This design comes from an exercise in tuning for small area, a short achievable clock period and few clock cycles per item on the open sky130 flow, not from production work. The RTL was checked by simulation tests, not by an equivalence proof against the original design. Power and IR drop assume default switching activity.

Setup of build 58:
## chirp_radar_ranger
module chirp_radar_ranger (
    input  wire        clk,
    input  wire        rst,
    input  wire        key_valid,
    input  wire [7:0]  key_char,
    input  wire        in_valid,
    output wire        in_ready,
    input  wire [15:0] mic,
    input  wire [31:0] now,
    output reg         out_valid,
    input  wire        out_ready,
    output wire [15:0] out_left,
    output reg         out_last,
    output reg         ev_valid,
    output reg         ev_kind,       
    output reg  [7:0]  ev_char,
    output wire [5:0]  ev_index,
    output reg  [13:0] ev_dist,       
    output wire [27:0] ev_amp
);
Size in the first run: ~2800 cells after synthesis, roughly 140 I/O pins, roughly 0.037 mm^2 of cells after synthesis.
clock: 13.0 ns
lec_check: 0
abc_area: 1
cap_margin: 20
core_margin: 2
core_utilization: 40
slew_margin: 20
synth_hierarchical: 1
standard.sh (not shown) runs the stock make flow with config.mk's settings and CLKGATE_MAP_FILE= SYNTH_SCRIPT=/design/flow/synth_recipe.tcl, a recipe that flattens the netlist after the stock synthesis.
==> flow/flow/run.sh <==
#!/bin/bash
# The standard layout (the standard.sh: standard synthesis, floorplan,
# placement, CTS, routing) at the design's clock period and constraints,
# with the resizer's setup repair asked to leave a margin of slack so that
# it works the paths down towards the period the design can reach.
set -euo pipefail
MARGIN=$(cat flow/margin.txt)
bash standard.sh SETUP_SLACK_MARGIN=$MARGIN finish > standard_make.log 2>&1
==> flow/flow/margin.txt <==
9.3
Testbench counts of build 58, summed over its fixed seeds: cycles 32,776, items 32,768.
Modified inputs, build 25 compared to build 58
- putting CTS_CLUSTER_DIAMETER at 80 where nothing was set
- putting CTS_CLUSTER_SIZE at 24 where nothing was set
- clearing ABC_AREA, which used to be 1
==> flow/flow/run.sh <==
#!/bin/bash
# The standard layout (the standard.sh: the standard synthesis,
# floorplan, placement, CTS, routing) at the design's clock period and
# constraints, with two settings passed on to ORFS:
#  - SETUP_SLACK_MARGIN: the resizer's setup repair aims for this much
#    slack, so it works the paths down towards the period the design can
#    reach rather than stopping once the design's period is met;
#  - BUFFER_PORTS_ARGS: the cell used for the buffer every port gets.
# The make output goes to standard_make.log; ORFS's own logs are kept under
# orfs/logs.
set -euo pipefail
MARGIN=$(cat flow/margin.txt)
PORTBUF=$(cat flow/portbuf.txt)
bash standard.sh "SETUP_SLACK_MARGIN=$MARGIN" "BUFFER_PORTS_ARGS=-buffer_cell $PORTBUF" finish > standard_make.log 2>&1
==> flow/flow/margin.txt <==
9.1
==> flow/flow/portbuf.txt (new file) <==
sky130_fd_sc_hd__buf_2
Findings:
Complex-gate fraction of the synthesized area for build 25 is higher than for build 58.
Comparing build 58 and build 25, first-pass GRT wire length is lower on build 25.
Between build 58 and build 25, the mapped cell area is lower for build 25.
> inputs changed (build 25 -> build 79)
- CORE_UTILIZATION now 60, was 40
Notes after the runs:
Min final area across build 79 and build 25: build 79
Area added between synthesis and finish, build 79 and build 25, lower one = build 79.
Build 79: number of post-CTS setup repair buffers is 3 higher than what build 25 reported.
Build 79: part of the total power dissipated in combinational logic lower than build 25
> inputs changed (build 79 -> build 48)
- clearing CTS_CLUSTER_SIZE, which used to be 24
- swapping 60 for 40 in CORE_UTILIZATION
- clearing CTS_CLUSTER_DIAMETER, which used to be 80
==> flow/flow/run.sh <==
#!/bin/bash
# The standard layout (the standard.sh: standard synthesis, floorplan,
# placement, CTS, routing) at the design's clock period and constraints,
# with the resizer's setup repair asked to leave a margin of slack so that
# it works the paths down towards the period the design can reach.
set -euo pipefail
MARGIN=$(cat flow/margin.txt)
bash standard.sh SETUP_SLACK_MARGIN=$MARGIN finish > standard_make.log 2>&1
==> flow/flow/margin.txt <==
9.3
removed: flow/flow/portbuf.txt
[summary]
Compared with build 79, in build 48 initial standard-cell utilization of the core fell by 21 points, area inside the core boundary saw an increase, die area rose by about 50%. For build 79, the launching element of the worst setup path was u_corr.win[1][10]$_DFFE_PP_, unlike build 48, where it was left_q[7]$_DFFE_PP_.
Modified inputs, build 85 compared to build 48
- putting CTS_CLUSTER_DIAMETER at 80 where nothing was set
- putting CTS_CLUSTER_SIZE at 24 where nothing was set
==> flow/flow/run.sh <==
#!/bin/bash
# The standard layout (the standard.sh: the standard synthesis,
# floorplan, placement, CTS, routing) at the design's clock period and
# constraints, with two settings passed on to ORFS:
#  - SETUP_SLACK_MARGIN: the resizer's setup repair aims for this much
#    slack, so it works the paths down towards the period the design can
#    reach rather than stopping once the design's period is met;
#  - BUFFER_PORTS_ARGS: the cell used for the buffer every port gets.
# The make output goes to standard_make.log; ORFS's own logs are kept under
# orfs/logs.
set -euo pipefail
MARGIN=$(cat flow/margin.txt)
PORTBUF=$(cat flow/portbuf.txt)
bash standard.sh "SETUP_SLACK_MARGIN=$MARGIN" "BUFFER_PORTS_ARGS=-buffer_cell $PORTBUF" finish > standard_make.log 2>&1
==> flow/flow/margin.txt <==
8.9
==> flow/flow/portbuf.txt (new file) <==
sky130_fd_sc_hd__buf_2
Findings:
Part of the total power dissipated in the clock network was higher in the run labelled build 48.
Compare build 85 and build 48 | time the worst path needs with I/O delays and setup higher: build 85
Synthesis-to-layout area growth sits lower in build 85 than in build 48.
Changes observed in build 85 relative to build 48: area occupied by multi-input gates down about 1.6%, biggest cell delay along the critical path now sits higher, total power down about 13%, aggregate global-route resource usage now sits lower.

* * *

v2:
Another version of the RTL of chirp_radar_ranger (not shown whole).
Size: about 560 flip-flops, roughly 140 I/O pins, about 35000 sq um of cells after synthesis.
export LEC_CHECK = 0
export CAP_MARGIN = 20
export CORE_MARGIN = 2
export CORE_UTILIZATION = 40
export CTS_CLUSTER_DIAMETER = 90
export CTS_CLUSTER_SIZE = 30
export SLEW_MARGIN = 20
export SYNTH_HIERARCHICAL = 1
export TNS_END_PERCENT = 40
create_clock -name core_clock -period 13.0 [get_ports {clk}]
==> flow/flow/run.sh <==
#!/bin/bash
# The standard layout (the standard.sh: the standard synthesis,
# floorplan, placement, CTS, routing) at the design's clock period and
# constraints, with two settings passed on to ORFS:
#  - SETUP_SLACK_MARGIN: the resizer's setup repair aims for this much
#    slack, so it works the paths down towards the period the design can
#    reach rather than stopping once the design's period is met;
#  - BUFFER_PORTS_ARGS: the cell used for the buffer every port gets.
# The make output goes to standard_make.log; ORFS's own logs are kept under
# orfs/logs.
set -euo pipefail
MARGIN=$(cat flow/margin.txt)
PORTBUF=$(cat flow/portbuf.txt)
bash standard.sh "SETUP_SLACK_MARGIN=$MARGIN" "BUFFER_PORTS_ARGS=-buffer_cell $PORTBUF" finish > standard_make.log 2>&1
==> flow/flow/margin.txt <==
9.1
==> flow/flow/portbuf.txt <==
sky130_fd_sc_hd__buf_1
v2 | status: complete | timing, DRC, antenna: pass
Testbench counts of v2, summed over its fixed seeds: cycles 32,776, items 32,768.
### v2 -> v14
Settings: CTS_CLUSTER_SIZE now 36, was 30; TNS_END_PERCENT no longer set, was 40; CTS_CLUSTER_DIAMETER now 100, was 90.
Notes after the runs:
Comparing v2 against v14, there is no change at all in initial core utilization.
Setup WNS v2 -> v14: better
Utilization v2 -> v14: up
In terms of average via count per standard cell, v14 and v2 differ only marginally.
v14 against v2: global-route wire length before repair now larger, initial antenna violation count now larger, routed wire length now larger.
Run comparison: v14 timing endpoint of the critical path out_left[15]; v2 timing endpoint of the critical path ev_amp[10]
v2 -> v14: total power flat
The inputs of v21 differ from those of v14 as listed below.
Settings: CTS_CLUSTER_SIZE now 30, was 36; CTS_CLUSTER_DIAMETER now 90, was 100.
==> flow/flow/margin.txt <==
9.2
Findings:
v21 and v14 ended up with nearly the same post-cts hold buffer count.
[v21 vs v14] iteration count of the initial detailed-routing pass: higher in v21
v21 vs v14, final design area excluding fillers went up by 1300 sq um.
Modified inputs, v50 compared to v21
==> flow/flow/margin.txt <==
9.1
Notes after the runs:
v50: wire length about 3% below v21. For the count of nets after finishing, v50 came in about 3.4% lower than v21 did. Via count, v50 vs v21: down by a few percent. Per the comparison of v50 with v21, hold slack went up; leakage power of the design went down; footprint of the multi-input gates went down; total non-filler cell area in the finished layout went down. v50 vs v21, critical path endpoint: out_left[15] vs out_left[12]. Going from v21 to v50, global-route wire length before repair shrank slightly. Relative area change from synthesis to final layout, v50 and v21: higher on v21. From v21 to v50, post-synthesis average cell area did not move at all. Comparing v50 and v21, the lower routed wire length on met3 is on v50.
diff inputs: v50 => v38
Settings: TNS_END_PERCENT now 5, previously not set.
==> summary.txt <==
- Re wire length of the first global-routing pass: v38 is about 1.3% down on v50.
- In the metrics for v38 and v50, the one carrying the lower sequential share of layout area is v50.
- The wire length number comes out higher for v50 vs v38.

==> separate check: timing with driven ports <==
In the flow no input, the clock included, has a driving cell. The finished layouts below were timed again as built, in two steps. Step 1 sets driving cells, clkbuf_16 on the clock port and buf_2 on the other inputs (assumed; they add their load-dependent delay and slew). Step 2 adds t to the input delays and takes it off the output delays; t is the mean of the earliest and latest rising clock arrival at the registers after step 1. Input paths then give back, and output paths get back, about the clock's delay inside the block. Three values: no drivers, after step 1, after step 2; two values: the first two.
run | t (ns) | setup WS [ns] | worst setup path after step 2 | clock arrival spread, ns | slew at the worst register clock pin (ns)
build 58 | 0.692 | 9.101 / 9.035 / 8.759 | input to register | 0.034 / 0.034 | 0.07 / 0.07
build 25 | 0.655 | 9.129 / 9.065 / 8.643 | input to register | 0.042 / 0.043 | 0.10 / 0.10
build 79 | 0.649 | 9.151 / 9.095 / 8.731 | input to register | 0.032 / 0.032 | 0.10 / 0.10
build 48 | 0.689 | 9.106 / 9.034 / 8.754 | input to register | 0.035 / 0.036 | 0.07 / 0.07
build 85 | 0.663 | 9.018 / 9.018 / 8.431 | input to register | 0.040 / 0.040 | 0.10 / 0.10
v2 | 0.696 | 9.073 / 9.008 / 8.506 | input to register | 0.049 / 0.048 | 0.11 / 0.11
v14 | 0.687 | 9.123 / 9.054 / 8.693 | input to register | 0.062 / 0.062 | 0.12 / 0.12
v21 | 0.705 | 9.096 / 9.033 / 8.648 | input to register | 0.045 / 0.045 | 0.11 / 0.11
v50 | 0.693 | 9.097 / 9.033 / 8.700 | input to register | 0.035 / 0.036 | 0.11 / 0.11
v38 | 0.696 | 8.946 / 8.946 / 8.511 | input to register | 0.048 / 0.048 | 0.11 / 0.11
After both steps setup and hold are still met in every run listed. The setup slack of build 85, which loses most, moves by 0.000 ns with the drivers and by -0.587 ns with both steps.
